From an optimization exercise on the open Yosys and OpenROAD flow, aimed at small area, a short achievable clock period and few clock cycles per item; shortcuts taken in it are not production practice.
Function was checked by simulation only, so behaviour that the tests miss may differ from the original.
No activity file was given, so power comes from the tool's default toggle rates.

--- run.sh ---
#!/bin/bash
# synth_recipe.tcl (not shown) runs the flow's synth.tcl, then flattens the netlist and writes it again
# the make line also repeats each setting of config.mk as NAME=value (left out here)
make -C /OpenROAD-flow-scripts/flow DESIGN_CONFIG=/design/flow/config.mk WORK_HOME=/design/flow/orfs CLKGATE_MAP_FILE= SYNTH_SCRIPT=/design/flow/synth_recipe.tcl finish
--- config.mk ---
export PLATFORM = sky130hd
export DESIGN_NAME = doppler_row
export DESIGN_NICKNAME = doppler_row
export VERILOG_FILES = /design/flow/design.v
export SDC_FILE = /design/flow/constraint.sdc
export NUM_CORES = 4
export LEC_CHECK = 0
export CAP_MARGIN = 20
export CORE_MARGIN = 2
export CORE_UTILIZATION = 40
export SLEW_MARGIN = 20
--- constraint.sdc ---
create_clock -name core_clock -period 12.0 [get_ports {clk}]
set_input_delay 2.4000 -clock core_clock [delete_from_list [all_inputs] [get_ports {clk}]]
set_output_delay 2.4000 -clock core_clock [all_outputs]
set_load 0.01 [all_outputs]
--- design.v ---
module doppler_row (
  input  wire        clk,
  input  wire        rst,
  input  wire        in_valid,
  output wire        in_ready,
  input  wire [7:0]  in_data,
  output reg         out_valid,
  input  wire        out_ready,
  output reg  [15:0] out_db,
  output reg         out_last
);
  localparam signed [15:0] DB_FLOOR  = -16'sd12800;   
  localparam signed [15:0] DB_OFFSET = -16'sd3960;    
  localparam [15:0]        DB_SCALE  = 16'd49321;     
  integer i;
  reg         byte_hi;
  reg  [7:0]  hi_byte;
  reg  [5:0]  n_in;
  reg         stg_full;
  wire        copy_now;
  reg         in_rdy;
  assign in_ready = in_rdy;
  wire in_fire = in_valid && in_ready;
  wire        byte_hi_n  = in_fire ? !byte_hi : byte_hi;
  wire [5:0]  n_in_n     = (in_fire && byte_hi) ? n_in + 6'd1 : n_in;
  wire        stg_full_n = (stg_full && !copy_now) || (in_fire && byte_hi && n_in == 6'd63);
  always @(posedge clk) begin
    if (rst) in_rdy <= 1'b1;
    else     in_rdy <= !stg_full_n || (n_in_n == 6'd0) || (n_in_n == 6'd1 && !byte_hi_n);
  end
  reg         s_vld;
  reg  signed [16:0] s_r;
  reg  [23:0] w_bd;      
  reg  [5:0]  n_r;
  reg  [14:0] win_c;
  always @(posedge clk) begin
    if (rst) begin
      byte_hi  <= 1'b0;
      n_in     <= 6'd0;
      stg_full <= 1'b0;
      s_vld    <= 1'b0;
    end else begin
      s_vld <= 1'b0;
      if (copy_now) stg_full <= 1'b0;
      if (in_fire) begin
        if (!byte_hi) begin
          hi_byte <= in_data;
          byte_hi <= 1'b1;
        end else begin
          byte_hi <= 1'b0;
          s_vld   <= 1'b1;
          n_in    <= n_in + 6'd1;
          if (n_in == 6'd63) stg_full <= 1'b1;
        end
      end
    end
  end
  always @(posedge clk) begin
    if (in_fire && byte_hi) begin
      s_r <= $signed({1'b0, hi_byte, in_data}) - 17'sd2048;
      w_bd <= win_bd;
      n_r <= n_in;
    end
  end
  wire [23:0] win_bd;
  benc #(.NB(8)) u_wenc (.b({1'b0, win_c}), .bd(win_bd));
  wire [31:0] win_ps, win_pc;
  bmul_cs #(.WA(17), .NB(8), .WP(32)) u_wmul (.a(s_r), .bd(w_bd), .s(win_ps), .c(win_pc));
  reg  [31:0] wp_s, wp_c;
  reg         wp_w;
  always @(posedge clk) begin
    if (rst) wp_w <= 1'b0;
    else     wp_w <= s_vld && (n_r != 6'd0) && (n_r != 6'd63);
    wp_s <= win_ps;
    wp_c <= win_pc;
  end
  wire [31:0] win_rnd  = wp_s + wp_c + 32'd16384;
  wire signed [16:0] xw_new   = win_rnd[31:15];
  reg signed [16:0] stg [0:61];
  wire stg_wr = wp_w;
  always @(posedge clk) begin
    if (stg_wr) begin
      for (i = 0; i < 61; i = i + 1) stg[i] <= stg[i+1];
      stg[61] <= xw_new;
    end
  end
  reg signed [16:0] rp [0:14];    
  reg signed [16:0] rq [0:14];    
  reg signed [16:0] rr [0:14];    
  reg signed [16:0] rs [0:14];    
  reg signed [18:0] sp_v0, sp_v2, sp_nx, sp_d, sp_nd;
  reg [3:0] gc;
  always @(posedge clk) begin
    if (copy_now) begin
      for (i = 0; i < 15; i = i + 1) begin
        rp[i] <= stg[i];
        rq[i] <= stg[i+32];
        rs[i] <= stg[30-i];
      end
      rr[0] <= 17'sd0;
      for (i = 1; i < 15; i = i + 1) rr[i] <= stg[62-i];
      sp_v0 <= stg[15] + stg[31] + stg[47];
      sp_v2 <= stg[31] - stg[15] - stg[47];
      sp_nx <= -stg[31];
      sp_d  <= stg[47] - stg[15];
      sp_nd <= stg[15] - stg[47];
      gc  <= 4'd1;
    end else begin
      for (i = 0; i < 14; i = i + 1) begin
        rp[i] <= rp[i+1];
        rq[i] <= rq[i+1];
        rr[i] <= rr[i+1];
        rs[i] <= rs[i+1];
      end
      rp[14] <= rp[0];
      rq[14] <= rq[0];
      rr[14] <= rr[0];
      rs[14] <= rs[0];
      gc <= (gc == 4'd15) ? 4'd1 : gc + 4'd1;
    end
  end
  reg  signed [18:0] gAp, gBp, gAm, gBm;
  always @(posedge clk) begin
    gAp <= rp[0] + rq[0] + rr[0] + rs[0];
    gBp <= rp[0] + rq[0] - rr[0] - rs[0];
    gAm <= rp[0] - rq[0] + rr[0] - rs[0];
    gBm <= rp[0] - rq[0] - rr[0] + rs[0];
  end
  localparam [1:0] L_WAIT = 2'd0, L_ISSUE = 2'd1, L_DONE = 2'd2;
  reg  [1:0]  lst   [0:1];
  reg  [3:0]  lic   [0:1];
  reg  [4:0]  lk    [0:1];
  reg         lnew  [0:1];
  reg  [23:0] lcb   [0:1];     
  reg  [23:0] lsb   [0:1];     
  reg         lfirst [0:1];
  reg         llast  [0:1];
  reg  [7:0]  lctl   [0:1];    
  reg         lfirst2 [0:1];
  reg         llast2  [0:1];
  reg  [7:0]  lctl2   [0:1];
  reg  [5:0]  lph    [0:1];    
  reg  [4:0]  lkn    [0:1];    
  reg  [36:0] acc_rl_s [0:1], acc_rl_c [0:1];
  reg  [36:0] acc_il_s [0:1], acc_il_c [0:1];
  reg  [36:0] acc_rh_s [0:1], acc_rh_c [0:1];
  reg  [36:0] acc_ih_s [0:1], acc_ih_c [0:1];
  reg         cpend [0:1];     
  reg         cfull [0:1];     
  reg  signed [22:0] cap [0:1][0:3];
  reg  [1:0]  cfree;           
  function [14:0] qtab;
    input [4:0] j;
    begin
      case (j)
        5'd0:  qtab = 15'd16384;
        5'd1:  qtab = 15'd16305;
        5'd2:  qtab = 15'd16069;
        5'd3:  qtab = 15'd15679;
        5'd4:  qtab = 15'd15137;
        5'd5:  qtab = 15'd14449;
        5'd6:  qtab = 15'd13623;
        5'd7:  qtab = 15'd12665;
        5'd8:  qtab = 15'd11585;
        5'd9:  qtab = 15'd10394;
        5'd10: qtab = 15'd9102;
        5'd11: qtab = 15'd7723;
        5'd12: qtab = 15'd6270;
        5'd13: qtab = 15'd4756;
        5'd14: qtab = 15'd3196;
        5'd15: qtab = 15'd1606;
        default: qtab = 15'd0;
      endcase
    end
  endfunction
  function [15:0] ctab;
    input [5:0] m;
    reg [4:0] j;
    reg       neg;
    begin
      case (m[5:4])
        2'd0: begin j = {1'b0, m[3:0]};        neg = 1'b0; end
        2'd1: begin j = 5'd16 - {1'b0, m[3:0]}; neg = 1'b1; end
        2'd2: begin j = {1'b0, m[3:0]};        neg = 1'b1; end
        default: begin j = 5'd16 - {1'b0, m[3:0]}; neg = 1'b0; end
      endcase
      ctab = {neg, qtab(j)};
    end
  endfunction
  function [23:0] bneg;
    input [23:0] bd;
    input        n;
    begin
      bneg = bd ^ {8{n, 2'b00}};
    end
  endfunction
  genvar gi;
  generate
    for (gi = 0; gi < 2; gi = gi + 1) begin : lane
      wire [1:0]  st    = lst[gi];
      wire [4:0]  k     = lk[gi];
      wire        j0    = (k == 5'd0);
      wire        issue = (st == L_ISSUE);
      wire [5:0]  ph     = lph[gi];
      wire        wrapn  = copy_now || (gc == 4'd15);
      wire [3:0]  gcn    = gc + 4'd1;
      wire        jsw    = (st == L_ISSUE) && (lic[gi] == 4'd14);
      wire [5:0]  ph_inc = ph + {1'b0, k};
      always @(posedge clk) begin
        if (wrapn)
          lph[gi] <= {1'b0, lkn[gi]};
        else if (!jsw)
          lph[gi] <= ph_inc;
        else if (!last_job)
          lph[gi] <= ph_inc + {1'b0, gcn, 1'b0};
        else
          lph[gi] <= (gi == 1) ? {2'b00, gcn} : 6'd0;
      end
      always @(*) begin
        lkn[gi] = k;
        if (rst) lkn[gi] = gi;
        else if (st == L_ISSUE && lic[gi] == 4'd14) lkn[gi] = last_job ? gi : k + 5'd2;
      end
      wire        last_job = (k >= 5'd14);
      wire [15:0] tw_c = issue ? ctab(ph) : 16'd0;
      wire [15:0] tw_s = issue ? (j0 ? 16'd16384 : ctab(ph - 6'd16)) : 16'd0;
      wire [23:0] bm_c, bm_s;
      benc #(.NB(8)) u_cenc (.b({1'b0, tw_c[14:0]}), .bd(bm_c));
      benc #(.NB(8)) u_senc (.b({1'b0, tw_s[14:0]}), .bd(bm_s));
      wire [23:0] bd_c = bneg(bm_c, tw_c[15]);
      wire [23:0] bd_s = bneg(bm_s, tw_s[15]);
      wire [7:0] ctl = !j0 ? {1'b1, 1'b0, 1'b1, 1'b1, 1'b1, gc[0], 1'b1, gc[0]}
                           : {1'b1, 1'b0, 1'b0, 1'b0, !gc[0], gc[1], gc[0], !gc[1]};
      always @(posedge clk) begin
        lcb[gi]    <= bd_c;
        lsb[gi]    <= bd_s;
        lfirst[gi] <= issue && (lic[gi] == 4'd0);
        llast[gi]  <= issue && (lic[gi] == 4'd14) && !rst;
        lctl[gi]   <= ctl;
        lfirst2[gi] <= lfirst[gi];
        llast2[gi]  <= llast[gi] && !rst;
        lctl2[gi]   <= lctl[gi];
      end
      wire signed [18:0] opa = (gi == 0) ? gAp : gAm;
      wire signed [18:0] opb = (gi == 0) ? gBp : gBm;
      wire [36:0] ta_s, ta_c, tb_s, tb_c;
      bmul_cs #(.WA(19), .NB(8), .WP(37)) u_ma (.a(opa), .bd(lcb[gi]), .s(ta_s), .c(ta_c));
      bmul_cs #(.WA(19), .NB(8), .WP(37)) u_mb (.a(opb), .bd(lsb[gi]), .s(tb_s), .c(tb_c));
      reg  [36:0] pa_s, pa_c, pb_s, pb_c;
      always @(posedge clk) begin
        pa_s <= ta_s;
        pa_c <= ta_c;
        pb_s <= tb_s;
        pb_c <= tb_c;
      end
      reg  signed [18:0] sre, sil, sih;
      always @(*) begin
        case (k[1:0])
          2'd0: begin sre = sp_v0; sil = 19'sd0; sih = 19'sd0; end
          2'd1: begin sre = sp_nx; sil = sp_d;   sih = sp_nd;  end
          2'd2: begin sre = sp_v2; sil = 19'sd0; sih = 19'sd0; end
          default: begin sre = sp_nx; sil = sp_nd; sih = sp_d; end
        endcase
      end
      wire [36:0] init_re = {{4{sre[18]}}, sre, 14'd8192};
      wire [36:0] init_il = {{4{sil[18]}}, sil, 14'd8192};
      wire [36:0] init_ih = {{4{sih[18]}}, sih, 14'd8192};
      wire        f    = lfirst2[gi];
      wire [7:0]  c    = lctl2[gi];
      wire [36:0] n_rl_s, n_rl_c, n_il_s, n_il_c, n_rh_s, n_rh_c, n_ih_s, n_ih_c;
      cacc u_arl (.bs(f ? init_re : acc_rl_s[gi]), .bc(f ? 37'd0 : acc_rl_c[gi]),
                  .s(pa_s), .c(pa_c), .en(c[7]), .neg(c[6]), .ys(n_rl_s), .yc(n_rl_c));
      cacc u_ail (.bs(f ? init_il : acc_il_s[gi]), .bc(f ? 37'd0 : acc_il_c[gi]),
                  .s(pb_s), .c(pb_c), .en(c[5]), .neg(c[4]), .ys(n_il_s), .yc(n_il_c));
      cacc u_arh (.bs(f ? init_re : acc_rh_s[gi]), .bc(f ? 37'd0 : acc_rh_c[gi]),
                  .s(pa_s), .c(pa_c), .en(c[3]), .neg(c[2]), .ys(n_rh_s), .yc(n_rh_c));
      cacc u_aih (.bs(f ? init_ih : acc_ih_s[gi]), .bc(f ? 37'd0 : acc_ih_c[gi]),
                  .s(pb_s), .c(pb_c), .en(c[1]), .neg(c[0]), .ys(n_ih_s), .yc(n_ih_c));
      always @(posedge clk) begin
        acc_rl_s[gi] <= n_rl_s;
        acc_rl_c[gi] <= n_rl_c;
        acc_il_s[gi] <= n_il_s;
        acc_il_c[gi] <= n_il_c;
        acc_rh_s[gi] <= n_rh_s;
        acc_rh_c[gi] <= n_rh_c;
        acc_ih_s[gi] <= n_ih_s;
        acc_ih_c[gi] <= n_ih_c;
      end
      wire do_cap = cpend[gi] && !cfull[gi];
      wire [36:0] f_rl = acc_rl_s[gi] + acc_rl_c[gi];
      wire [36:0] f_il = acc_il_s[gi] + acc_il_c[gi];
      wire [36:0] f_rh = acc_rh_s[gi] + acc_rh_c[gi];
      wire [36:0] f_ih = acc_ih_s[gi] + acc_ih_c[gi];
      always @(posedge clk) begin
        if (do_cap) begin
          cap[gi][0] <= f_rl[36:14];
          cap[gi][1] <= f_il[36:14];
          cap[gi][2] <= f_rh[36:14];
          cap[gi][3] <= f_ih[36:14];
        end
      end
      wire go = !cfull[gi] && !cpend[gi];
      always @(posedge clk) begin
        if (rst) begin
          lst[gi]   <= L_WAIT;
          lic[gi]   <= 4'd0;
          lk[gi]    <= gi;
          lnew[gi]  <= 1'b0;
          cpend[gi] <= 1'b0;
          cfull[gi] <= 1'b0;
        end else begin
          if (llast2[gi]) cpend[gi] <= 1'b1;
          else if (do_cap) cpend[gi] <= 1'b0;
          if (do_cap) cfull[gi] <= 1'b1;
          else if (cfree[gi]) cfull[gi] <= 1'b0;
          case (st)
            L_WAIT: begin
              if ((copy_now || lnew[gi]) && go) begin
                lst[gi]  <= L_ISSUE;
                lic[gi]  <= 4'd0;
                lnew[gi] <= 1'b0;
              end else if (copy_now) begin
                lnew[gi] <= 1'b1;
              end
            end
            L_ISSUE: begin
              lic[gi] <= lic[gi] + 4'd1;
              if (copy_now) lnew[gi] <= 1'b1;
              if (lic[gi] == 4'd14) begin
                if (!last_job) begin
                  lk[gi]  <= k + 5'd2;
                  lic[gi] <= 4'd0;
                  if (!go) lst[gi] <= L_DONE;
                end else begin
                  lk[gi]  <= gi;
                  lst[gi] <= L_WAIT;
                end
              end
            end
            default: begin    
              if (go) begin
                lst[gi] <= L_ISSUE;
                lic[gi] <= 4'd0;
              end
            end
          endcase
        end
      end
    end
  endgenerate
  wire lane_free0 = (lst[0] == L_WAIT) && !lnew[0];
  wire lane_free1 = (lst[1] == L_WAIT) && !lnew[1];
  reg copy_r;
  always @(posedge clk) begin
    if (rst) copy_r <= 1'b0;
    else     copy_r <= stg_full && lane_free0 && lane_free1 && !copy_r;
  end
  assign copy_now = copy_r;
  reg  [3:0] dk;
  reg        dact;
  reg  [1:0] dj;
  reg  [1:0] fcnt;
  reg  [1:0] lo_fl;      
  reg  [3:0] lfree;      
  reg        wdir, rdir;
  reg  [3:0] wpi, rpi;   
  reg  [1:0] lwin;       
  reg        b16_busy, b16_full;
  reg  [1:0] omode;      
  wire       dl = dk[0];
  wire d_room  = ({1'b0, fcnt} + {1'b0, lo_fl} < 3'd2) &&
                 ((dk != 4'd0) || !b16_busy) &&
                 ((dk == 4'd0) || (lfree != 4'd0));
  wire d_start = !dact && cfull[dl] && d_room;
  always @(*) begin
    cfree = 2'b00;
    if (dact && dj == 2'd3) cfree[dl] = 1'b1;
  end
  always @(posedge clk) begin
    if (rst) begin
      dk   <= 4'd0;
      dact <= 1'b0;
      dj   <= 2'd0;
    end else begin
      if (d_start) begin
        dact <= 1'b1;
        dj   <= 2'd0;
      end else if (dact) begin
        dj <= dj + 2'd1;
        if (dj == 2'd3) begin
          dact <= 1'b0;
          dk   <= dk + 4'd1;
        end
      end
    end
  end
  reg  [21:0] d1_y;       
  reg         d1_sg;
  reg                d1_v, d1_j0, d1_hi, d1_15, d1_b16;
  always @(posedge clk) begin
    if (rst) d1_v <= 1'b0;
    else     d1_v <= dact;
    d1_y   <= cap[dl][dj][21:0] ^ {22{cap[dl][dj][22]}};
    d1_sg  <= cap[dl][dj][22];
    d1_j0  <= !dj[0];
    d1_hi  <= dj[1];
    d1_15  <= (dk == 4'd15);
    d1_b16 <= (dk == 4'd0);
  end
  wire [45:0] d1_ss, d1_sc;
  sqr_cs u_sq (.y(d1_y), .sg(d1_sg), .s(d1_ss), .c(d1_sc));
  reg  [45:0] q_s, q_c;
  reg         q_v, q_j0, q_hi, q_15, q_b16;
  always @(posedge clk) begin
    if (rst) q_v <= 1'b0;
    else     q_v <= d1_v;
    q_s   <= d1_ss;
    q_c   <= d1_sc;
    q_j0  <= d1_j0;
    q_hi  <= d1_hi;
    q_15  <= d1_15;
    q_b16 <= d1_b16;
  end
  reg  [45:0] pw;
  reg         d2_v, d2_hi, d2_15, d2_b16;
  always @(posedge clk) begin
    if (rst) d2_v <= 1'b0;
    else     d2_v <= q_v && !q_j0;
    pw     <= (q_j0 ? 46'd0 : pw) + q_s + q_c;
    d2_hi  <= q_hi;
    d2_15  <= q_15;
    d2_b16 <= q_b16;
  end
  reg  [45:0] nrm;
  reg  [5:0]  lz;
  always @(*) begin
    nrm = pw;
    lz  = 6'd0;
    if (nrm[45:14] == 32'd0) begin nrm = nrm << 32; lz = lz + 6'd32; end
    if (nrm[45:30] == 16'd0) begin nrm = nrm << 16; lz = lz + 6'd16; end
    if (nrm[45:38] == 8'd0)  begin nrm = nrm << 8;  lz = lz + 6'd8;  end
    if (nrm[45:42] == 4'd0)  begin nrm = nrm << 4;  lz = lz + 6'd4;  end
    if (nrm[45:44] == 2'd0)  begin nrm = nrm << 2;  lz = lz + 6'd2;  end
    if (nrm[45] == 1'b0)     begin nrm = nrm << 1;  lz = lz + 6'd1;  end
  end
  reg  [5:0]  d3_e;
  reg  [7:0]  d3_f;
  reg         d3_z, d3_v, d3_hi, d3_15, d3_b16;
  always @(posedge clk) begin
    if (rst) d3_v <= 1'b0;
    else     d3_v <= d2_v;
    d3_e   <= 6'd45 - lz;
    d3_f   <= nrm[44:37];
    d3_z   <= (pw == 46'd0);
    d3_hi  <= d2_hi;
    d3_15  <= d2_15;
    d3_b16 <= d2_b16;
  end
  reg  [7:0]  log_f;
  reg  [13:0] l_q8;
  reg         l_z, l_v, l_hi, l_15, l_b16;
  always @(posedge clk) begin
    if (rst) l_v <= 1'b0;
    else     l_v <= d3_v;
    l_q8  <= {d3_e, log_f};
    l_z   <= d3_z;
    l_hi  <= d3_hi;
    l_15  <= d3_15;
    l_b16 <= d3_b16;
  end
  wire [31:0] lq = {18'd0, l_q8};
  wire [7*32-1:0] m_rows = {32'd32768 - 32'd259522560, lq, lq << 3, lq << 5,
                            lq << 7, lq << 14, lq << 15};
  wire [31:0] m_s, m_c;
  csa_tree_7_32 u_mt (.rows(m_rows), .s(m_s), .c(m_c));
  reg  [31:0] mp_s, mp_c;
  reg         m_z, m_v, m_hi, m_15, m_b16;
  always @(posedge clk) begin
    if (rst) m_v <= 1'b0;
    else     m_v <= l_v;
    mp_s  <= m_s;
    mp_c  <= m_c;
    m_z   <= l_z;
    m_hi  <= l_hi;
    m_15  <= l_15;
    m_b16 <= l_b16;
  end
  wire [31:0] db_prod = mp_s + mp_c;
  wire signed [15:0] db_val = m_z ? DB_FLOOR : db_prod[31:16];
  reg  [15:0] d4_db;
  reg         d4_v, d4_hi, d4_15, d4_b16;
  always @(posedge clk) begin
    if (rst) d4_v <= 1'b0;
    else     d4_v <= m_v;
    d4_db  <= db_val;
    d4_hi  <= m_hi;
    d4_15  <= m_15;
    d4_b16 <= m_b16;
  end
  reg  [15:0] fdb [0:1];
  reg         f15 [0:1];
  reg         fwp, frp;
  reg  [15:0] lf  [0:14];
  reg  [15:0] b16;
  wire f_push = d4_v && !d4_hi;
  wire b_push = d4_v && d4_hi && d4_b16;
  wire l_push = d4_v && d4_hi && !d4_b16;
  wire o_free = !out_valid || out_ready;
  wire f_pop  = o_free && (omode == 2'd0) && (fcnt != 2'd0);
  wire b_pop  = o_free && (omode == 2'd1) && b16_full;
  wire l_pop  = o_free && (omode == 2'd2) && (lwin != 2'd0);
  wire d_hi_start = d_start && (dk != 4'd0);
  always @(posedge clk) begin
    if (f_push) begin
      fdb[fwp] <= d4_db;
      f15[fwp] <= d4_15;
    end
    if (l_push) lf[wdir ? 4'd14 - wpi : wpi] <= d4_db;
    if (b_push) b16 <= d4_db;
  end
  always @(posedge clk) begin
    if (rst) begin
      fcnt      <= 2'd0;
      fwp       <= 1'b0;
      frp       <= 1'b0;
      lo_fl     <= 2'd0;
      lfree     <= 4'd15;
      wdir      <= 1'b0;
      rdir      <= 1'b0;
      wpi       <= 4'd0;
      rpi       <= 4'd0;
      lwin      <= 2'd0;
      b16_busy  <= 1'b0;
      b16_full  <= 1'b0;
      omode     <= 2'd0;
      out_valid <= 1'b0;
      out_last  <= 1'b0;
    end else begin
      fcnt  <= fcnt + {1'b0, f_push} - {1'b0, f_pop};
      lo_fl <= lo_fl + {1'b0, d_start} - {1'b0, f_push};
      lfree <= lfree - {3'b0, d_hi_start} + {3'b0, l_pop};
      lwin  <= lwin + {1'b0, l_push && wpi == 4'd14} - {1'b0, l_pop && rpi == 4'd14};
      if (f_push) fwp <= !fwp;
      if (f_pop)  frp <= !frp;
      if (l_push) begin
        wpi <= (wpi == 4'd14) ? 4'd0 : wpi + 4'd1;
        if (wpi == 4'd14) wdir <= !wdir;
      end
      if (l_pop) begin
        rpi <= (rpi == 4'd14) ? 4'd0 : rpi + 4'd1;
        if (rpi == 4'd14) rdir <= !rdir;
      end
      if (d_start && dk == 4'd0) b16_busy <= 1'b1;
      if (b_push) b16_full <= 1'b1;
      if (f_pop) begin
        out_valid <= 1'b1;
        out_db    <= fdb[frp];
        out_last  <= 1'b0;
        if (f15[frp]) omode <= 2'd1;
      end else if (b_pop) begin
        out_valid <= 1'b1;
        out_db    <= b16;
        out_last  <= 1'b0;
        b16_full  <= 1'b0;
        b16_busy  <= 1'b0;
        omode     <= 2'd2;
      end else if (l_pop) begin
        out_valid <= 1'b1;
        out_db    <= lf[rdir ? rpi : 4'd14 - rpi];
        out_last  <= (rpi == 4'd14);
        if (rpi == 4'd14) omode <= 2'd0;
      end else if (o_free) begin
        out_valid <= 1'b0;
      end
    end
  end
  always @(*) begin
    case (n_in)
      6'd0: win_c = 15'd0;
      6'd1: win_c = 15'd81;
      6'd2: win_c = 15'd325;
      6'd3: win_c = 15'd728;
      6'd4: win_c = 15'd1287;
      6'd5: win_c = 15'd1995;
      6'd6: win_c = 15'd2847;
      6'd7: win_c = 15'd3833;
      6'd8: win_c = 15'd4944;
      6'd9: win_c = 15'd6169;
      6'd10: win_c = 15'd7495;
      6'd11: win_c = 15'd8909;
      6'd12: win_c = 15'd10398;
      6'd13: win_c = 15'd11947;
      6'd14: win_c = 15'd13539;
      6'd15: win_c = 15'd15160;
      6'd16: win_c = 15'd16792;
      6'd17: win_c = 15'd18421;
      6'd18: win_c = 15'd20030;
      6'd19: win_c = 15'd21602;
      6'd20: win_c = 15'd23123;
      6'd21: win_c = 15'd24576;
      6'd22: win_c = 15'd25948;
      6'd23: win_c = 15'd27225;
      6'd24: win_c = 15'd28394;
      6'd25: win_c = 15'd29444;
      6'd26: win_c = 15'd30364;
      6'd27: win_c = 15'd31145;
      6'd28: win_c = 15'd31780;
      6'd29: win_c = 15'd32261;
      6'd30: win_c = 15'd32585;
      6'd31: win_c = 15'd32748;
      6'd32: win_c = 15'd32748;
      6'd33: win_c = 15'd32585;
      6'd34: win_c = 15'd32261;
      6'd35: win_c = 15'd31780;
      6'd36: win_c = 15'd31145;
      6'd37: win_c = 15'd30364;
      6'd38: win_c = 15'd29444;
      6'd39: win_c = 15'd28394;
      6'd40: win_c = 15'd27225;
      6'd41: win_c = 15'd25948;
      6'd42: win_c = 15'd24576;
      6'd43: win_c = 15'd23123;
      6'd44: win_c = 15'd21602;
      6'd45: win_c = 15'd20030;
      6'd46: win_c = 15'd18421;
      6'd47: win_c = 15'd16792;
      6'd48: win_c = 15'd15160;
      6'd49: win_c = 15'd13539;
      6'd50: win_c = 15'd11947;
      6'd51: win_c = 15'd10398;
      6'd52: win_c = 15'd8909;
      6'd53: win_c = 15'd7495;
      6'd54: win_c = 15'd6169;
      6'd55: win_c = 15'd4944;
      6'd56: win_c = 15'd3833;
      6'd57: win_c = 15'd2847;
      6'd58: win_c = 15'd1995;
      6'd59: win_c = 15'd1287;
      6'd60: win_c = 15'd728;
      6'd61: win_c = 15'd325;
      6'd62: win_c = 15'd81;
      6'd63: win_c = 15'd0;
      default: win_c = 15'd0;
    endcase
  end
  always @(*) begin
    case (d3_f)
      8'd0: log_f = 8'd0;
      8'd1: log_f = 8'd1;
      8'd2: log_f = 8'd3;
      8'd3: log_f = 8'd4;
      8'd4: log_f = 8'd6;
      8'd5: log_f = 8'd7;
      8'd6: log_f = 8'd9;
      8'd7: log_f = 8'd10;
      8'd8: log_f = 8'd11;
      8'd9: log_f = 8'd13;
      8'd10: log_f = 8'd14;
      8'd11: log_f = 8'd16;
      8'd12: log_f = 8'd17;
      8'd13: log_f = 8'd18;
      8'd14: log_f = 8'd20;
      8'd15: log_f = 8'd21;
      8'd16: log_f = 8'd22;
      8'd17: log_f = 8'd24;
      8'd18: log_f = 8'd25;
      8'd19: log_f = 8'd26;
      8'd20: log_f = 8'd28;
      8'd21: log_f = 8'd29;
      8'd22: log_f = 8'd30;
      8'd23: log_f = 8'd32;
      8'd24: log_f = 8'd33;
      8'd25: log_f = 8'd34;
      8'd26: log_f = 8'd36;
      8'd27: log_f = 8'd37;
      8'd28: log_f = 8'd38;
      8'd29: log_f = 8'd40;
      8'd30: log_f = 8'd41;
      8'd31: log_f = 8'd42;
      8'd32: log_f = 8'd44;
      8'd33: log_f = 8'd45;
      8'd34: log_f = 8'd46;
      8'd35: log_f = 8'd47;
      8'd36: log_f = 8'd49;
      8'd37: log_f = 8'd50;
      8'd38: log_f = 8'd51;
      8'd39: log_f = 8'd52;
      8'd40: log_f = 8'd54;
      8'd41: log_f = 8'd55;
      8'd42: log_f = 8'd56;
      8'd43: log_f = 8'd57;
      8'd44: log_f = 8'd59;
      8'd45: log_f = 8'd60;
      8'd46: log_f = 8'd61;
      8'd47: log_f = 8'd62;
      8'd48: log_f = 8'd63;
      8'd49: log_f = 8'd65;
      8'd50: log_f = 8'd66;
      8'd51: log_f = 8'd67;
      8'd52: log_f = 8'd68;
      8'd53: log_f = 8'd69;
      8'd54: log_f = 8'd71;
      8'd55: log_f = 8'd72;
      8'd56: log_f = 8'd73;
      8'd57: log_f = 8'd74;
      8'd58: log_f = 8'd75;
      8'd59: log_f = 8'd77;
      8'd60: log_f = 8'd78;
      8'd61: log_f = 8'd79;
      8'd62: log_f = 8'd80;
      8'd63: log_f = 8'd81;
      8'd64: log_f = 8'd82;
      8'd65: log_f = 8'd84;
      8'd66: log_f = 8'd85;
      8'd67: log_f = 8'd86;
      8'd68: log_f = 8'd87;
      8'd69: log_f = 8'd88;
      8'd70: log_f = 8'd89;
      8'd71: log_f = 8'd90;
      8'd72: log_f = 8'd92;
      8'd73: log_f = 8'd93;
      8'd74: log_f = 8'd94;
      8'd75: log_f = 8'd95;
      8'd76: log_f = 8'd96;
      8'd77: log_f = 8'd97;
      8'd78: log_f = 8'd98;
      8'd79: log_f = 8'd99;
      8'd80: log_f = 8'd100;
      8'd81: log_f = 8'd102;
      8'd82: log_f = 8'd103;
      8'd83: log_f = 8'd104;
      8'd84: log_f = 8'd105;
      8'd85: log_f = 8'd106;
      8'd86: log_f = 8'd107;
      8'd87: log_f = 8'd108;
      8'd88: log_f = 8'd109;
      8'd89: log_f = 8'd110;
      8'd90: log_f = 8'd111;
      8'd91: log_f = 8'd112;
      8'd92: log_f = 8'd113;
      8'd93: log_f = 8'd114;
      8'd94: log_f = 8'd116;
      8'd95: log_f = 8'd117;
      8'd96: log_f = 8'd118;
      8'd97: log_f = 8'd119;
      8'd98: log_f = 8'd120;
      8'd99: log_f = 8'd121;
      8'd100: log_f = 8'd122;
      8'd101: log_f = 8'd123;
      8'd102: log_f = 8'd124;
      8'd103: log_f = 8'd125;
      8'd104: log_f = 8'd126;
      8'd105: log_f = 8'd127;
      8'd106: log_f = 8'd128;
      8'd107: log_f = 8'd129;
      8'd108: log_f = 8'd130;
      8'd109: log_f = 8'd131;
      8'd110: log_f = 8'd132;
      8'd111: log_f = 8'd133;
      8'd112: log_f = 8'd134;
      8'd113: log_f = 8'd135;
      8'd114: log_f = 8'd136;
      8'd115: log_f = 8'd137;
      8'd116: log_f = 8'd138;
      8'd117: log_f = 8'd139;
      8'd118: log_f = 8'd140;
      8'd119: log_f = 8'd141;
      8'd120: log_f = 8'd142;
      8'd121: log_f = 8'd143;
      8'd122: log_f = 8'd144;
      8'd123: log_f = 8'd145;
      8'd124: log_f = 8'd146;
      8'd125: log_f = 8'd147;
      8'd126: log_f = 8'd148;
      8'd127: log_f = 8'd149;
      8'd128: log_f = 8'd150;
      8'd129: log_f = 8'd151;
      8'd130: log_f = 8'd152;
      8'd131: log_f = 8'd153;
      8'd132: log_f = 8'd154;
      8'd133: log_f = 8'd155;
      8'd134: log_f = 8'd155;
      8'd135: log_f = 8'd156;
      8'd136: log_f = 8'd157;
      8'd137: log_f = 8'd158;
      8'd138: log_f = 8'd159;
      8'd139: log_f = 8'd160;
      8'd140: log_f = 8'd161;
      8'd141: log_f = 8'd162;
      8'd142: log_f = 8'd163;
      8'd143: log_f = 8'd164;
      8'd144: log_f = 8'd165;
      8'd145: log_f = 8'd166;
      8'd146: log_f = 8'd167;
      8'd147: log_f = 8'd168;
      8'd148: log_f = 8'd169;
      8'd149: log_f = 8'd169;
      8'd150: log_f = 8'd170;
      8'd151: log_f = 8'd171;
      8'd152: log_f = 8'd172;
      8'd153: log_f = 8'd173;
      8'd154: log_f = 8'd174;
      8'd155: log_f = 8'd175;
      8'd156: log_f = 8'd176;
      8'd157: log_f = 8'd177;
      8'd158: log_f = 8'd178;
      8'd159: log_f = 8'd178;
      8'd160: log_f = 8'd179;
      8'd161: log_f = 8'd180;
      8'd162: log_f = 8'd181;
      8'd163: log_f = 8'd182;
      8'd164: log_f = 8'd183;
      8'd165: log_f = 8'd184;
      8'd166: log_f = 8'd185;
      8'd167: log_f = 8'd185;
      8'd168: log_f = 8'd186;
      8'd169: log_f = 8'd187;
      8'd170: log_f = 8'd188;
      8'd171: log_f = 8'd189;
      8'd172: log_f = 8'd190;
      8'd173: log_f = 8'd191;
      8'd174: log_f = 8'd192;
      8'd175: log_f = 8'd192;
      8'd176: log_f = 8'd193;
      8'd177: log_f = 8'd194;
      8'd178: log_f = 8'd195;
      8'd179: log_f = 8'd196;
      8'd180: log_f = 8'd197;
      8'd181: log_f = 8'd198;
      8'd182: log_f = 8'd198;
      8'd183: log_f = 8'd199;
      8'd184: log_f = 8'd200;
      8'd185: log_f = 8'd201;
      8'd186: log_f = 8'd202;
      8'd187: log_f = 8'd203;
      8'd188: log_f = 8'd203;
      8'd189: log_f = 8'd204;
      8'd190: log_f = 8'd205;
      8'd191: log_f = 8'd206;
      8'd192: log_f = 8'd207;
      8'd193: log_f = 8'd208;
      8'd194: log_f = 8'd208;
      8'd195: log_f = 8'd209;
      8'd196: log_f = 8'd210;
      8'd197: log_f = 8'd211;
      8'd198: log_f = 8'd212;
      8'd199: log_f = 8'd212;
      8'd200: log_f = 8'd213;
      8'd201: log_f = 8'd214;
      8'd202: log_f = 8'd215;
      8'd203: log_f = 8'd216;
      8'd204: log_f = 8'd216;
      8'd205: log_f = 8'd217;
      8'd206: log_f = 8'd218;
      8'd207: log_f = 8'd219;
      8'd208: log_f = 8'd220;
      8'd209: log_f = 8'd220;
      8'd210: log_f = 8'd221;
      8'd211: log_f = 8'd222;
      8'd212: log_f = 8'd223;
      8'd213: log_f = 8'd224;
      8'd214: log_f = 8'd224;
      8'd215: log_f = 8'd225;
      8'd216: log_f = 8'd226;
      8'd217: log_f = 8'd227;
      8'd218: log_f = 8'd228;
      8'd219: log_f = 8'd228;
      8'd220: log_f = 8'd229;
      8'd221: log_f = 8'd230;
      8'd222: log_f = 8'd231;
      8'd223: log_f = 8'd231;
      8'd224: log_f = 8'd232;
      8'd225: log_f = 8'd233;
      8'd226: log_f = 8'd234;
      8'd227: log_f = 8'd234;
      8'd228: log_f = 8'd235;
      8'd229: log_f = 8'd236;
      8'd230: log_f = 8'd237;
      8'd231: log_f = 8'd238;
      8'd232: log_f = 8'd238;
      8'd233: log_f = 8'd239;
      8'd234: log_f = 8'd240;
      8'd235: log_f = 8'd241;
      8'd236: log_f = 8'd241;
      8'd237: log_f = 8'd242;
      8'd238: log_f = 8'd243;
      8'd239: log_f = 8'd244;
      8'd240: log_f = 8'd244;
      8'd241: log_f = 8'd245;
      8'd242: log_f = 8'd246;
      8'd243: log_f = 8'd247;
      8'd244: log_f = 8'd247;
      8'd245: log_f = 8'd248;
      8'd246: log_f = 8'd249;
      8'd247: log_f = 8'd249;
      8'd248: log_f = 8'd250;
      8'd249: log_f = 8'd251;
      8'd250: log_f = 8'd252;
      8'd251: log_f = 8'd252;
      8'd252: log_f = 8'd253;
      8'd253: log_f = 8'd254;
      8'd254: log_f = 8'd255;
      8'd255: log_f = 8'd255;
      default: log_f = 8'd0;
    endcase
  end
endmodule
module cacc (
  input  wire [36:0] bs,
  input  wire [36:0] bc,
  input  wire [36:0] s,
  input  wire [36:0] c,
  input  wire        en,
  input  wire        neg,
  output wire [36:0] ys,
  output wire [36:0] yc
);
  wire [36:0] xs = (s ^ {37{neg}}) & {37{en}};
  wire [36:0] xc = (c ^ {37{neg}}) & {37{en}};
  wire        k  = en & neg;
  wire [36:0] t1 = bs ^ bc ^ xs;
  wire [36:0] m1 = (bs & bc) | (bs & xs) | (bc & xs);
  wire [36:0] u1 = {m1[35:0], k};
  assign ys = t1 ^ u1 ^ xc;
  wire [36:0] m2 = (t1 & u1) | (t1 & xc) | (u1 & xc);
  assign yc = {m2[35:0], k};
endmodule
module bmul_cs #(parameter WA = 19, parameter NB = 8, parameter WP = 37) (
  input  wire signed [WA-1:0]   a,
  input  wire [3*NB-1:0]        bd,
  output wire [WP-1:0]          s,
  output wire [WP-1:0]          c
);
  localparam WR = WA + 2;
  function [WP-1:0] cst_f;
    input integer dummy;
    integer i;
    begin
      cst_f = {WP{1'b0}};
      for (i = 0; i < NB; i = i + 1)
        cst_f = cst_f - ({{(WP-1){1'b0}}, 1'b1} << (WR - 1 + 2*i));
    end
  endfunction
  localparam [WP-1:0] CST = cst_f(0);
  wire [(NB+1)*WP-1:0] rows;
  wire [NB-1:0] negs;
  genvar i;
  generate
    for (i = 0; i < NB; i = i + 1) begin : r
      wire one = bd[3*i];
      wire two = bd[3*i+1];
      wire neg = bd[3*i+2];
      wire [WR-1:0] sel = one ? {{2{a[WA-1]}}, a} : two ? {a[WA-1], a, 1'b0} : {WR{1'b0}};
      wire [WR-1:0] x   = sel ^ {WR{neg}};
      wire [WR-1:0] xs  = {~x[WR-1], x[WR-2:0]};
      wire [WP-1:0] row = {{(WP-WR){1'b0}}, xs} << (2*i);
      assign negs[i] = neg;
      if (i == 0) begin : r0
        assign rows[WP-1:0] = row;
      end else begin : rn
        assign rows[(i+1)*WP-1:i*WP] = row | ({{(WP-1){1'b0}}, negs[i-1]} << (2*i-2));
      end
    end
  endgenerate
  assign rows[(NB+1)*WP-1:NB*WP] = CST | ({{(WP-1){1'b0}}, negs[NB-1]} << (2*NB-2));
  generate
    if (NB == 8 && WP == 37) begin : t37
      csa_tree_9_37 u_t (.rows(rows), .s(s), .c(c));
    end else begin : t32
      csa_tree_9_32 u_t (.rows(rows), .s(s), .c(c));
    end
  endgenerate
endmodule
module benc #(parameter NB = 8) (input wire [2*NB-1:0] b, output wire [3*NB-1:0] bd);
  genvar i;
  generate
    for (i = 0; i < NB; i = i + 1) begin : e
      wire b2 = b[2*i+1];
      wire b1 = b[2*i];
      wire b0;
      if (i == 0) begin : z
        assign b0 = 1'b0;
      end else begin : nz
        assign b0 = b[2*i-1];
      end
      assign bd[3*i]   = b1 ^ b0;
      assign bd[3*i+1] = (b2 ^ b1) & ~(b1 ^ b0);
      assign bd[3*i+2] = b2;
    end
  endgenerate
endmodule
module sqr_cs (input wire [21:0] y, input wire sg, output wire [45:0] s, output wire [45:0] c);
  wire [23*46-1:0] rows;
  wire [45:0] diag;
  genvar i;
  generate
    for (i = 0; i < 22; i = i + 1) begin : d
      assign diag[2*i]   = y[i];
      assign diag[2*i+1] = 1'b0;
    end
    assign diag[45:44] = 2'b00;
    assign rows[45:0] = diag;
    for (i = 0; i < 21; i = i + 1) begin : x1
      assign rows[(i+2)*46-1:(i+1)*46] = y[i] ? (({24'd0, y} >> (i+1)) << (2*i+2)) : 46'd0;
    end
    assign rows[23*46-1:22*46] = sg ? {23'd0, y, 1'b1} : 46'd0;
  endgenerate
  csa_tree_23_46 u_t (.rows(rows), .s(s), .c(c));
endmodule
module csa_tree_9_37 (input wire [332:0] rows, output wire [36:0] s, output wire [36:0] c);
  wire [36:0] l0_s0 = rows[36:0] ^ rows[73:37] ^ rows[110:74];
  wire [36:0] l0_c0m = (rows[36:0] & rows[73:37]) | (rows[36:0] & rows[110:74]) | (rows[73:37] & rows[110:74]);
  wire [36:0] l0_c0 = {l0_c0m[35:0], 1'b0};
  wire [36:0] l0_s1 = rows[147:111] ^ rows[184:148] ^ rows[221:185];
  wire [36:0] l0_c1m = (rows[147:111] & rows[184:148]) | (rows[147:111] & rows[221:185]) | (rows[184:148] & rows[221:185]);
  wire [36:0] l0_c1 = {l0_c1m[35:0], 1'b0};
  wire [36:0] l0_s2 = rows[258:222] ^ rows[295:259] ^ rows[332:296];
  wire [36:0] l0_c2m = (rows[258:222] & rows[295:259]) | (rows[258:222] & rows[332:296]) | (rows[295:259] & rows[332:296]);
  wire [36:0] l0_c2 = {l0_c2m[35:0], 1'b0};
  wire [36:0] l1_s0 = l0_s0 ^ l0_c0 ^ l0_s1;
  wire [36:0] l1_c0m = (l0_s0 & l0_c0) | (l0_s0 & l0_s1) | (l0_c0 & l0_s1);
  wire [36:0] l1_c0 = {l1_c0m[35:0], 1'b0};
  wire [36:0] l1_s1 = l0_c1 ^ l0_s2 ^ l0_c2;
  wire [36:0] l1_c1m = (l0_c1 & l0_s2) | (l0_c1 & l0_c2) | (l0_s2 & l0_c2);
  wire [36:0] l1_c1 = {l1_c1m[35:0], 1'b0};
  wire [36:0] l2_s0 = l1_s0 ^ l1_c0 ^ l1_s1;
  wire [36:0] l2_c0m = (l1_s0 & l1_c0) | (l1_s0 & l1_s1) | (l1_c0 & l1_s1);
  wire [36:0] l2_c0 = {l2_c0m[35:0], 1'b0};
  wire [36:0] l3_s0 = l2_s0 ^ l2_c0 ^ l1_c1;
  wire [36:0] l3_c0m = (l2_s0 & l2_c0) | (l2_s0 & l1_c1) | (l2_c0 & l1_c1);
  wire [36:0] l3_c0 = {l3_c0m[35:0], 1'b0};
  assign s = l3_s0;
  assign c = l3_c0;
endmodule
module csa_tree_9_32 (input wire [287:0] rows, output wire [31:0] s, output wire [31:0] c);
  wire [31:0] l0_s0 = rows[31:0] ^ rows[63:32] ^ rows[95:64];
  wire [31:0] l0_c0m = (rows[31:0] & rows[63:32]) | (rows[31:0] & rows[95:64]) | (rows[63:32] & rows[95:64]);
  wire [31:0] l0_c0 = {l0_c0m[30:0], 1'b0};
  wire [31:0] l0_s1 = rows[127:96] ^ rows[159:128] ^ rows[191:160];
  wire [31:0] l0_c1m = (rows[127:96] & rows[159:128]) | (rows[127:96] & rows[191:160]) | (rows[159:128] & rows[191:160]);
  wire [31:0] l0_c1 = {l0_c1m[30:0], 1'b0};
  wire [31:0] l0_s2 = rows[223:192] ^ rows[255:224] ^ rows[287:256];
  wire [31:0] l0_c2m = (rows[223:192] & rows[255:224]) | (rows[223:192] & rows[287:256]) | (rows[255:224] & rows[287:256]);
  wire [31:0] l0_c2 = {l0_c2m[30:0], 1'b0};
  wire [31:0] l1_s0 = l0_s0 ^ l0_c0 ^ l0_s1;
  wire [31:0] l1_c0m = (l0_s0 & l0_c0) | (l0_s0 & l0_s1) | (l0_c0 & l0_s1);
  wire [31:0] l1_c0 = {l1_c0m[30:0], 1'b0};
  wire [31:0] l1_s1 = l0_c1 ^ l0_s2 ^ l0_c2;
  wire [31:0] l1_c1m = (l0_c1 & l0_s2) | (l0_c1 & l0_c2) | (l0_s2 & l0_c2);
  wire [31:0] l1_c1 = {l1_c1m[30:0], 1'b0};
  wire [31:0] l2_s0 = l1_s0 ^ l1_c0 ^ l1_s1;
  wire [31:0] l2_c0m = (l1_s0 & l1_c0) | (l1_s0 & l1_s1) | (l1_c0 & l1_s1);
  wire [31:0] l2_c0 = {l2_c0m[30:0], 1'b0};
  wire [31:0] l3_s0 = l2_s0 ^ l2_c0 ^ l1_c1;
  wire [31:0] l3_c0m = (l2_s0 & l2_c0) | (l2_s0 & l1_c1) | (l2_c0 & l1_c1);
  wire [31:0] l3_c0 = {l3_c0m[30:0], 1'b0};
  assign s = l3_s0;
  assign c = l3_c0;
endmodule
module csa_tree_23_46 (input wire [1057:0] rows, output wire [45:0] s, output wire [45:0] c);
  wire [45:0] l0_s0 = rows[45:0] ^ rows[91:46] ^ rows[137:92];
  wire [45:0] l0_c0m = (rows[45:0] & rows[91:46]) | (rows[45:0] & rows[137:92]) | (rows[91:46] & rows[137:92]);
  wire [45:0] l0_c0 = {l0_c0m[44:0], 1'b0};
  wire [45:0] l0_s1 = rows[183:138] ^ rows[229:184] ^ rows[275:230];
  wire [45:0] l0_c1m = (rows[183:138] & rows[229:184]) | (rows[183:138] & rows[275:230]) | (rows[229:184] & rows[275:230]);
  wire [45:0] l0_c1 = {l0_c1m[44:0], 1'b0};
  wire [45:0] l0_s2 = rows[321:276] ^ rows[367:322] ^ rows[413:368];
  wire [45:0] l0_c2m = (rows[321:276] & rows[367:322]) | (rows[321:276] & rows[413:368]) | (rows[367:322] & rows[413:368]);
  wire [45:0] l0_c2 = {l0_c2m[44:0], 1'b0};
  wire [45:0] l0_s3 = rows[459:414] ^ rows[505:460] ^ rows[551:506];
  wire [45:0] l0_c3m = (rows[459:414] & rows[505:460]) | (rows[459:414] & rows[551:506]) | (rows[505:460] & rows[551:506]);
  wire [45:0] l0_c3 = {l0_c3m[44:0], 1'b0};
  wire [45:0] l0_s4 = rows[597:552] ^ rows[643:598] ^ rows[689:644];
  wire [45:0] l0_c4m = (rows[597:552] & rows[643:598]) | (rows[597:552] & rows[689:644]) | (rows[643:598] & rows[689:644]);
  wire [45:0] l0_c4 = {l0_c4m[44:0], 1'b0};
  wire [45:0] l0_s5 = rows[735:690] ^ rows[781:736] ^ rows[827:782];
  wire [45:0] l0_c5m = (rows[735:690] & rows[781:736]) | (rows[735:690] & rows[827:782]) | (rows[781:736] & rows[827:782]);
  wire [45:0] l0_c5 = {l0_c5m[44:0], 1'b0};
  wire [45:0] l0_s6 = rows[873:828] ^ rows[919:874] ^ rows[965:920];
  wire [45:0] l0_c6m = (rows[873:828] & rows[919:874]) | (rows[873:828] & rows[965:920]) | (rows[919:874] & rows[965:920]);
  wire [45:0] l0_c6 = {l0_c6m[44:0], 1'b0};
  wire [45:0] l1_s0 = l0_s0 ^ l0_c0 ^ l0_s1;
  wire [45:0] l1_c0m = (l0_s0 & l0_c0) | (l0_s0 & l0_s1) | (l0_c0 & l0_s1);
  wire [45:0] l1_c0 = {l1_c0m[44:0], 1'b0};
  wire [45:0] l1_s1 = l0_c1 ^ l0_s2 ^ l0_c2;
  wire [45:0] l1_c1m = (l0_c1 & l0_s2) | (l0_c1 & l0_c2) | (l0_s2 & l0_c2);
  wire [45:0] l1_c1 = {l1_c1m[44:0], 1'b0};
  wire [45:0] l1_s2 = l0_s3 ^ l0_c3 ^ l0_s4;
  wire [45:0] l1_c2m = (l0_s3 & l0_c3) | (l0_s3 & l0_s4) | (l0_c3 & l0_s4);
  wire [45:0] l1_c2 = {l1_c2m[44:0], 1'b0};
  wire [45:0] l1_s3 = l0_c4 ^ l0_s5 ^ l0_c5;
  wire [45:0] l1_c3m = (l0_c4 & l0_s5) | (l0_c4 & l0_c5) | (l0_s5 & l0_c5);
  wire [45:0] l1_c3 = {l1_c3m[44:0], 1'b0};
  wire [45:0] l1_s4 = l0_s6 ^ l0_c6 ^ rows[1011:966];
  wire [45:0] l1_c4m = (l0_s6 & l0_c6) | (l0_s6 & rows[1011:966]) | (l0_c6 & rows[1011:966]);
  wire [45:0] l1_c4 = {l1_c4m[44:0], 1'b0};
  wire [45:0] l2_s0 = l1_s0 ^ l1_c0 ^ l1_s1;
  wire [45:0] l2_c0m = (l1_s0 & l1_c0) | (l1_s0 & l1_s1) | (l1_c0 & l1_s1);
  wire [45:0] l2_c0 = {l2_c0m[44:0], 1'b0};
  wire [45:0] l2_s1 = l1_c1 ^ l1_s2 ^ l1_c2;
  wire [45:0] l2_c1m = (l1_c1 & l1_s2) | (l1_c1 & l1_c2) | (l1_s2 & l1_c2);
  wire [45:0] l2_c1 = {l2_c1m[44:0], 1'b0};
  wire [45:0] l2_s2 = l1_s3 ^ l1_c3 ^ l1_s4;
  wire [45:0] l2_c2m = (l1_s3 & l1_c3) | (l1_s3 & l1_s4) | (l1_c3 & l1_s4);
  wire [45:0] l2_c2 = {l2_c2m[44:0], 1'b0};
  wire [45:0] l3_s0 = l2_s0 ^ l2_c0 ^ l2_s1;
  wire [45:0] l3_c0m = (l2_s0 & l2_c0) | (l2_s0 & l2_s1) | (l2_c0 & l2_s1);
  wire [45:0] l3_c0 = {l3_c0m[44:0], 1'b0};
  wire [45:0] l3_s1 = l2_c1 ^ l2_s2 ^ l2_c2;
  wire [45:0] l3_c1m = (l2_c1 & l2_s2) | (l2_c1 & l2_c2) | (l2_s2 & l2_c2);
  wire [45:0] l3_c1 = {l3_c1m[44:0], 1'b0};
  wire [45:0] l4_s0 = l3_s0 ^ l3_c0 ^ l3_s1;
  wire [45:0] l4_c0m = (l3_s0 & l3_c0) | (l3_s0 & l3_s1) | (l3_c0 & l3_s1);
  wire [45:0] l4_c0 = {l4_c0m[44:0], 1'b0};
  wire [45:0] l4_s1 = l3_c1 ^ l1_c4 ^ rows[1057:1012];
  wire [45:0] l4_c1m = (l3_c1 & l1_c4) | (l3_c1 & rows[1057:1012]) | (l1_c4 & rows[1057:1012]);
  wire [45:0] l4_c1 = {l4_c1m[44:0], 1'b0};
  wire [45:0] l5_s0 = l4_s0 ^ l4_c0 ^ l4_s1;
  wire [45:0] l5_c0m = (l4_s0 & l4_c0) | (l4_s0 & l4_s1) | (l4_c0 & l4_s1);
  wire [45:0] l5_c0 = {l5_c0m[44:0], 1'b0};
  wire [45:0] l6_s0 = l5_s0 ^ l5_c0 ^ l4_c1;
  wire [45:0] l6_c0m = (l5_s0 & l5_c0) | (l5_s0 & l4_c1) | (l5_c0 & l4_c1);
  wire [45:0] l6_c0 = {l6_c0m[44:0], 1'b0};
  assign s = l6_s0;
  assign c = l6_c0;
endmodule
module csa_tree_7_32 (input wire [223:0] rows, output wire [31:0] s, output wire [31:0] c);
  wire [31:0] l0_s0 = rows[31:0] ^ rows[63:32] ^ rows[95:64];
  wire [31:0] l0_c0m = (rows[31:0] & rows[63:32]) | (rows[31:0] & rows[95:64]) | (rows[63:32] & rows[95:64]);
  wire [31:0] l0_c0 = {l0_c0m[30:0], 1'b0};
  wire [31:0] l0_s1 = rows[127:96] ^ rows[159:128] ^ rows[191:160];
  wire [31:0] l0_c1m = (rows[127:96] & rows[159:128]) | (rows[127:96] & rows[191:160]) | (rows[159:128] & rows[191:160]);
  wire [31:0] l0_c1 = {l0_c1m[30:0], 1'b0};
  wire [31:0] l1_s0 = l0_s0 ^ l0_c0 ^ l0_s1;
  wire [31:0] l1_c0m = (l0_s0 & l0_c0) | (l0_s0 & l0_s1) | (l0_c0 & l0_s1);
  wire [31:0] l1_c0 = {l1_c0m[30:0], 1'b0};
  wire [31:0] l2_s0 = l1_s0 ^ l1_c0 ^ l0_c1;
  wire [31:0] l2_c0m = (l1_s0 & l1_c0) | (l1_s0 & l0_c1) | (l1_c0 & l0_c1);
  wire [31:0] l2_c0 = {l2_c0m[30:0], 1'b0};
  wire [31:0] l3_s0 = l2_s0 ^ l2_c0 ^ rows[223:192];
  wire [31:0] l3_c0m = (l2_s0 & l2_c0) | (l2_s0 & rows[223:192]) | (l2_c0 & rows[223:192]);
  wire [31:0] l3_c0 = {l3_c0m[30:0], 1'b0};
  assign s = l3_s0;
  assign c = l3_c0;
endmodule
==> results of run 1 <==
through the flow:
step,hold WS (ns),instance area [um^2],util,worst slack (ns)
2_1_floorplan,0.310,217000,-,4.06
3_5_place_dp,0.312,225000,0.415,5.17
4_1_cts,0.324,240000,0.443,5.96
5_1_grt,0.330,240000,0.444,5.58
6_report,0.324,240000,0.444,5.87
3_3_place_gp,0.310,225000,0.415,5.07
final timing paths:
kind	from	depth (start not counted)	to
max	rp[0][0]$_DFF_P_	22	gAm[16]$_DFF_P_
min	lfirst[1]$_DFF_P_	0	lfirst2[1]$_DFF_P_
max reg2reg	rp[0][0]$_DFF_P_	22	gAm[16]$_DFF_P_
min reg2reg	lfirst[1]$_DFF_P_	0	lfirst2[1]$_DFF_P_
registers in the layout, indices dropped and copies added, names as in the netlist, 48 cells and up, named ones only:
| register | flops |
|---|---|
| acc_rl_s | 74 |
| lsb | 48 |
| stg | 1054 |
| acc_il_s | 74 |
| acc_ih_c | 72 |
| cap | 184 |
| lane.pb_s | 70 |
| acc_il_c | 74 |
| acc_rl_c | 70 |
| lane.pa_c | 62 |
| lf | 240 |
| acc_rh_s | 74 |
| lcb | 48 |
| lane.pb_c | 62 |
| acc_rh_c | 72 |
| acc_ih_s | 74 |
| rq | 255 |
| rp | 255 |
| rr | 255 |
| lane.pa_s | 70 |
| rs | 255 |
logic make-up (layout without fill, tap and decap cells):
group                    Yosys count  count (layout)  share of synthesized area
flip-flops                      4199            4199                      0.465
AND/OR/NAND/NOR                 3811            3811                     0.0828
AO/OA/AOI/OAI                   2685            2685                     0.0775
adder cells (fa/ha/maj)         2663            2663                      0.204
buffers and inverters           2634            2682                     0.0456
XOR/XNOR                        1525            1525                     0.0615
multiplexers                    1209            1209                     0.0643
other                              1               9                  0.0000173
cells in the final DEF, fill, tap and decap left out, drive strengths merged, types with 685 or more instances in the layout:
cell type / n
dfxtp: 2509
edfxtp: 1690
fa: 1454
ha: 1209
inv: 1653
mux2: 972
nand2: 1611
o21ai: 978
xnor2: 840
xor2: 685
metal layers:
metal	routed length, um	global-route usage
met4	19400	0.0632
met5	46	0
met2	237000	0.302
met1	224000	0.242
met3	23800	0.0220
power by group through the flow:
stage / Combinational, uW / Clock [uW] / Sequential [uW]
2_1_floorplan: 6390 / 0 / 17100
3_3_place_gp: 8380 / 0 / 17300
6_report: 8680 / 14100 / 17000
4_1_cts: 8790 / 14500 / 17000
3_5_place_dp: 8690 / 0 / 17300
5_1_grt: 10100 / 15000 / 17100
critical path, stage by stage, from the launching register on:
cell	delay [ns]
dfxtp_1	0.31
inv_1	0.07
ha_1	0.18
inv_1	0.06
fa_1	0.40
a21o_1	0.20
a21oi_1	0.26
o21ai_0	0.17
a21oi_1	0.33
o21ai_0	0.17
a21oi_1	0.30
o21ai_0	0.19
o41ai_1	0.78
xnor2_1	0.24
fa_1	0.54
inv_1	0.07
ha_1	0.23
or3_1	0.39
a211oi_1	0.33
nor4_1	0.15
a211oi_1	0.38
nor2b_1	0.22
xnor2_1	0.12
synth_stat cells (all sizes together), types with 46 or more instances:
cell type,instances
nor2b,527
mux4,53
clkbuf,912
xor2,685
nor2,642
nand3,116
o21ai,978
ha,1209
xnor2,840
mux2,972
o21bai,46
o21a,96
nor3,164
and3,63
a22oi,374
dfxtp,2509
and2,420
buf,88
a21oi,540
mux2i,184
edfxtp,1690
a21o,104
a31oi,53
o211ai,48
a211oi,58
nand2,1611
inv,1627
nand2b,80
fa,1454
layout make-up:
| cell class | count | area [um^2] | share of cell area |
|---|---|---|---|
| Inverter | 1634 | 6140 | 0.0256 |
| Clock buffer | 620 | 12600 | 0.0525 |
| Sequential cell | 4199 | 101000 | 0.421 |
| Multi-Input combinational cell | 11900 | 107000 | 0.445 |
| Antenna cell | 7 | 17.5 | 0.0000730 |
| Timing Repair Buffer | 217 | 1810 | 0.00754 |
| Clock inverter | 211 | 2610 | 0.0109 |
| Tap cell | 7208 | 9020 | 0.0376 |
==> impl_metrics.py, run 1 <==
metrics = {
    "logic_synthesis": {
        "yosysTopAreaCell": "edfxtp_1",
        "synth_edf_count": 1690,
        "yosysSeqAreaShare": 0.465,
        "ys_top_cells_by_area": "edfxtp_1 23%, dfxtp_1 23%, fa_1 13%",
        "synth_cell_types": 94,
        "synthArstFlopShare": 0,
        "yosys_most_used_dff": "dfxtp_1",
        "syn_area_per_cell_um2": 11.6,
        "mappedNetlistArea_mm2": 0.217,
        "synth_cells": 18700,
        "yosysTopAreaCellShare": 0.234,
        "synth-seq-cells": 4199,
        "yosys_warnings": 61,
    },
    "timing": {
        "rsz0062_at_grt": "no",
        "finalCritPeriodShare": 0.511,
        "period_needed_ns": 6.13,
        "max_slew_margin": 0.183,
        "tns_ns": 0,
        "hold_viol": 0,
        "setup_viol": 0,
        "finalClockSkew_ns": 0.122,
        "drv_slew": 0,
        "tightest_slew_ns": 1.21,
        "max_freq_ghz": 0.163,
    },
    "power": {
        "leakagePower_uw": 0.0967,
        "max-vdd-ir-drop_mv": 0.154,
        "p_sw_frac": 0.288,
        "clkPwrFrac": 0.355,
        "p_switching_uw": 11500,
        "p_seq_frac": 0.427,
        "p_total_uw": 39800,
        "pwr-share-comb": 0.218,
        "p_int_uw": 28300,
        "power.density_mw_per_mm2": 166,
    },
    "final_layout": {
        "nNetsFinal": 21100,
        "area_growth_pct": 10.4,
        "fill_cells": 49700,
        "drive_above_1_share": 0.110,
        "fin_cells": 26000,
    },
    "placed_design": {
        "hpwl_um": 360000,
        "portBuffers": 30,
        "dp.cells": 25200,
        "gp_congestion": 0.874,
    },
    "critical_path": {
        "arrival_ns": 7.09,
        "end_kind": "register",
        "worst-path-max-fanout": 5,
        "r2r_setup_slack_ns": 5.87,
        "critPathKind": "register to register",
        "cp_data_required_time_ns": 12.96,
        "setup.worst_path.start_class": "register",
    },
    "clocking": {
        "cts.path.max_buffers": 4,
        "cts_setup_buffers": 0,
        "cts_tree": "yes",
        "clk_pin_slew_ns": 0.06,
        "postCtsResizedCells": 0,
        "hold_buffers": 0,
        "clockRootBuffer": "clkbuf_16",
        "cts_buffers": 440,
        "htreeDepth": 5,
        "cts.sinks": 4199,
        "insertion_delay_ns": 1.07,
    },
    "routing": {
        "drcViolationCount": 0,
        "routedWlPerCell_um": 19.4,
        "wirelength_um": 504000,
        "vias_per_cell": 5.03,
        "drtAntennaViolNets": 0,
        "via_count": 131000,
        "first_pass_iters": 6,
        "drtIter0Drc": 8986,
    },
    "floorplan": {
        "rows": 270,
        "pin_count": 31,
        "die_x_um": 741,
        "start_util": 0.402,
        "core_area_mm2": 0.541,
        "die-area_mm2": 0.549,
        "fp.dieH_um": 741,
    },
    "outcome": {
        "status": "complete, no violations",
    },
    "grt": {
        "grt-ovfl-total": 0,
        "grt_pass1_vias": 133000,
        "grt_max_degree": 177,
        "grt.total_usage": 0.181,
        "grt_first_pass_wirelength_um": 786000,
        "antenna_found_initial": 13,
    },
    "flow_run": {
        "drv_cap": 0,
    },
    "hold_path": {
        "min_path_type": "register to register",
    },
}
Testbench counts, summed over its fixed seeds: cycles 13,640, windows 96.
==> run 2: changes to the inputs <==
--- a/design.v
+++ b/design.v
@@ -58,7 +58,5 @@
   always @(posedge clk) begin
-    if (in_fire && byte_hi) begin
-      s_r <= $signed({1'b0, hi_byte, in_data}) - 17'sd2048;
-      w_bd <= win_bd;
-      n_r <= n_in;
-    end
+    s_r  <= $signed({1'b0, hi_byte, in_data}) - 17'sd2048;
+    w_bd <= win_bd;
+    if (in_fire && byte_hi) n_r <= n_in;
   end
--- a/config.mk
+++ b/config.mk
@@ -9,3 +9,3 @@
 export CORE_MARGIN = 2
-export CORE_UTILIZATION = 40
+export CORE_UTILIZATION = 55
 export SLEW_MARGIN = 20
==> impl_metrics.py, run 2 <==
metrics = {
    "outcome": {
        "status": "complete, no violations",
    },
    "floorplan": {
        "rows": 230,
        "start_util": 0.553,
        "core_area_mm2": 0.393,
        "die_x_um": 633,
        "pin_count": 31,
        "fp.dieH_um": 633,
        "die-area_mm2": 0.400,
    },
    "critical_path": {
        "rr_worst_depth": 20,
        "crit_start": "in_valid",
        "critPathKind": "input port to register",
        "setup.worst_path.start_class": "input port",
        "end_kind": "register",
        "cp-endpoint": "win_c[11]$_DFF_P_",
        "reg2reg_from": "rq[0][0]$_DFF_P_",
        "arrival_ns": 6.77,
        "worst-path-max-fanout": 27,
        "r2r_end": "gBm[18]$_DFF_P_",
        "cp_data_required_time_ns": 12.88,
        "r2r_setup_slack_ns": 6.61,
    },
    "logic_synthesis": {
        "synth_commonest_cells": "2549 x dfxtp_1, 1650 x edfxtp_1, 1648 x nand2_1, 1595 x inv_1, 1454 x fa_1",
        "synthArstFlopShare": 0,
        "mappedNetlistArea_mm2": 0.217,
        "yosys_warnings": 61,
        "yosys_most_used_dff": "dfxtp_1",
        "yosysMostFrequentCell": "dfxtp_1",
        "syn_area_per_cell_um2": 11.6,
        "yosysTopAreaCellShare": 0.235,
        "synth_edf_count": 1650,
        "yosysSeqAreaShare": 0.463,
        "yosysTopAreaCell": "dfxtp_1",
        "synth_cells": 18800,
        "synth-seq-cells": 4199,
        "synth_cell_types": 97,
        "ys_top_cells_by_area": "dfxtp_1 23%, edfxtp_1 23%, fa_1 13%",
    },
    "final_layout": {
        "largest_reg_flops": 1054,
        "nNetsFinal": 21200,
        "final_area_mm2": 0.238,
        "layout_commonest_cell": "dfxtp_1",
        "seqCellArea_mm2": 0.101,
        "drive_above_1_share": 0.110,
        "finish.utilization": 0.605,
        "fill_cells": 32100,
        "area_growth_pct": 9.44,
        "multiInputGateArea_mm2": 0.107,
        "fin_cells": 24100,
        "top_register": "stg",
        "final_cell_mix": "2527 x dfxtp_1, 1650 x edfxtp_1, 1647 x nand2_1",
    },
    "clocking": {
        "cts_setup_buffers": 0,
        "insertion_delay_ns": 1.01,
        "htreeDepth": 5,
        "clockRootBuffer": "clkbuf_16",
        "hold_buffers": 0,
        "clk_pin_slew_ns": 0.06,
        "cts.sinks": 4199,
        "postCtsResizedCells": 0,
        "cts.path.max_buffers": 4,
        "cts_buffers": 437,
        "cts_tree": "yes",
    },
    "routing": {
        "via_count": 132000,
        "drtIter0Drc": 10700,
        "drcViolationCount": 0,
        "routedWlPerCell_um": 21.6,
        "vias_per_cell": 5.46,
        "drtAntennaViolNets": 0,
        "wirelength_um": 520000,
        "first_pass_iters": 6,
    },
    "timing": {
        "hold_viol": 0,
        "max_freq_ghz": 0.170,
        "period_needed_ns": 5.88,
        "rsz0062_at_grt": "no",
        "max_slew_margin": 0.182,
        "setup_viol": 0,
        "finalClockSkew_ns": 0.0584,
        "finalCritPeriodShare": 0.490,
        "tightest_slew_ns": 1.21,
        "tns_ns": 0,
        "drv_slew": 0,
    },
    "placed_design": {
        "postPlaceCellArea_mm2": 0.223,
        "portBuffers": 30,
        "hpwl_um": 374000,
        "dp.cells": 23300,
        "gp_congestion": 0.913,
    },
    "power": {
        "pwr-share-comb": 0.209,
        "p_int_uw": 28100,
        "power.density_mw_per_mm2": 165,
        "leakagePower_uw": 0.0970,
        "clkPwrFrac": 0.359,
        "max-vdd-ir-drop_mv": 0.148,
        "p_switching_uw": 11100,
        "p_sw_frac": 0.284,
        "p_seq_frac": 0.432,
        "p_total_uw": 39200,
    },
    "grt": {
        "grt-ovfl-total": 0,
        "antenna_found_initial": 29,
        "grt_pass1_vias": 132000,
        "grt_first_pass_wirelength_um": 799000,
        "grt.total_usage": 0.259,
        "grt_max_degree": 186,
    },
    "hold_path": {
        "holdPathStages": 0,
        "min_path_type": "register to register",
    },
    "flow_run": {
        "drv_cap": 0,
    },
}
-- run 2: final cells by class --
type	count	area share
multi-input cells	12000	0.451
diodes	20	0.000210
flip-flops and latches	4199	0.423
well taps	5220	0.0275
clock buffers	613	0.0521
repair buffers	264	0.00919
clock inverters	217	0.0118
inverters	1610	0.0254
-- run 2: kinds of logic (layout without fill, tap and decap cells) --
logic type | Yosys count | after routing | synth area share
flip-flops | 4199 | 4199 | 0.463
AND/OR/NAND/NOR | 3850 | 3850 | 0.0841
AO/OA/AOI/OAI | 2686 | 2686 | 0.0775
adder cells (fa/ha/maj) | 2664 | 2664 | 0.204
buffers and inverters | 2592 | 2704 | 0.0449
XOR/XNOR | 1535 | 1535 | 0.0619
multiplexers | 1228 | 1228 | 0.0652
other | 1 | 22 | 0.0000173
-- run 2: how the worst min path moves through the flow --
| stage | from | endpoint | slack, ns |
|---|---|---|---|
| global route | d3_z$_DFF_P_ | l_z$_DFF_P_ | 0.33 |
| finish | lfirst[1]$_DFF_P_ | lfirst2[1]$_DFF_P_ | 0.32 |
| detailed placement | lfirst[1]$_DFF_P_ | lfirst2[1]$_DFF_P_ | 0.31 |
| global placement | d3_e[3]$_DFF_P_ | l_q8[11]$_DFF_P_ | 0.31 |
| CTS | lfirst[1]$_DFF_P_ | lfirst2[1]$_DFF_P_ | 0.32 |
| floorplan | q_15$_DFF_P_ | d2_15$_DFF_P_ | 0.31 |
-- run 2: through the flow --
stage / setup WS, ns / hold slack (ns)
global placement: 5.09 / 0.310
global route: 5.80 / 0.326
finish: 6.12 / 0.321
CTS: 6.24 / 0.322
floorplan: 4.06 / 0.310
detailed placement: 5.20 / 0.312
-- run 2: power by group through the flow --
stage	Sequential (uW)	Clock, uW	Combinational [uW]
2_1_floorplan	17000	0	6100
5_1_grt	17100	15000	9490
6_report	16900	14100	8190
3_3_place_gp	17200	0	8010
4_1_cts	16900	14400	8330
3_5_place_dp	17200	0	8190
-- run 2: worst max-delay path, stage by stage --
cell	delay [ns]
clkdlybuf4s50_1	0.46
nand2_1	0.13
inv_1	0.10
ha_1	0.55
nand2_1	0.23
xnor2_1	0.18
buf_4	0.21
nand2b_1	0.08
buf_4	0.30
clkinv_1	0.79
nand2_1	0.53
nand2_1	0.22
nand2_1	0.14
o21ai_0	0.10
nor2_1	0.12
a211oi_1	0.07
a31oi_1	0.16
-- run 2: per-layer routing --
metal	GRT usage	wire, um
met4	0.0969	21600
met2	0.417	239000
met3	0.0314	26600
met5	0	24
met1	0.360	233000
Testbench counts of run 2, summed over its fixed seeds: cycles 13,640, windows 96.

Re-timed with assumed drivers on the ports (clkbuf_16 on the clock, buf_2 on other inputs), run 2 has 6.201 ns of setup slack against 6.115 ns with ideal ports, and 5.117 ns once port delays also move by the mid clock arrival of 1.084 ns.
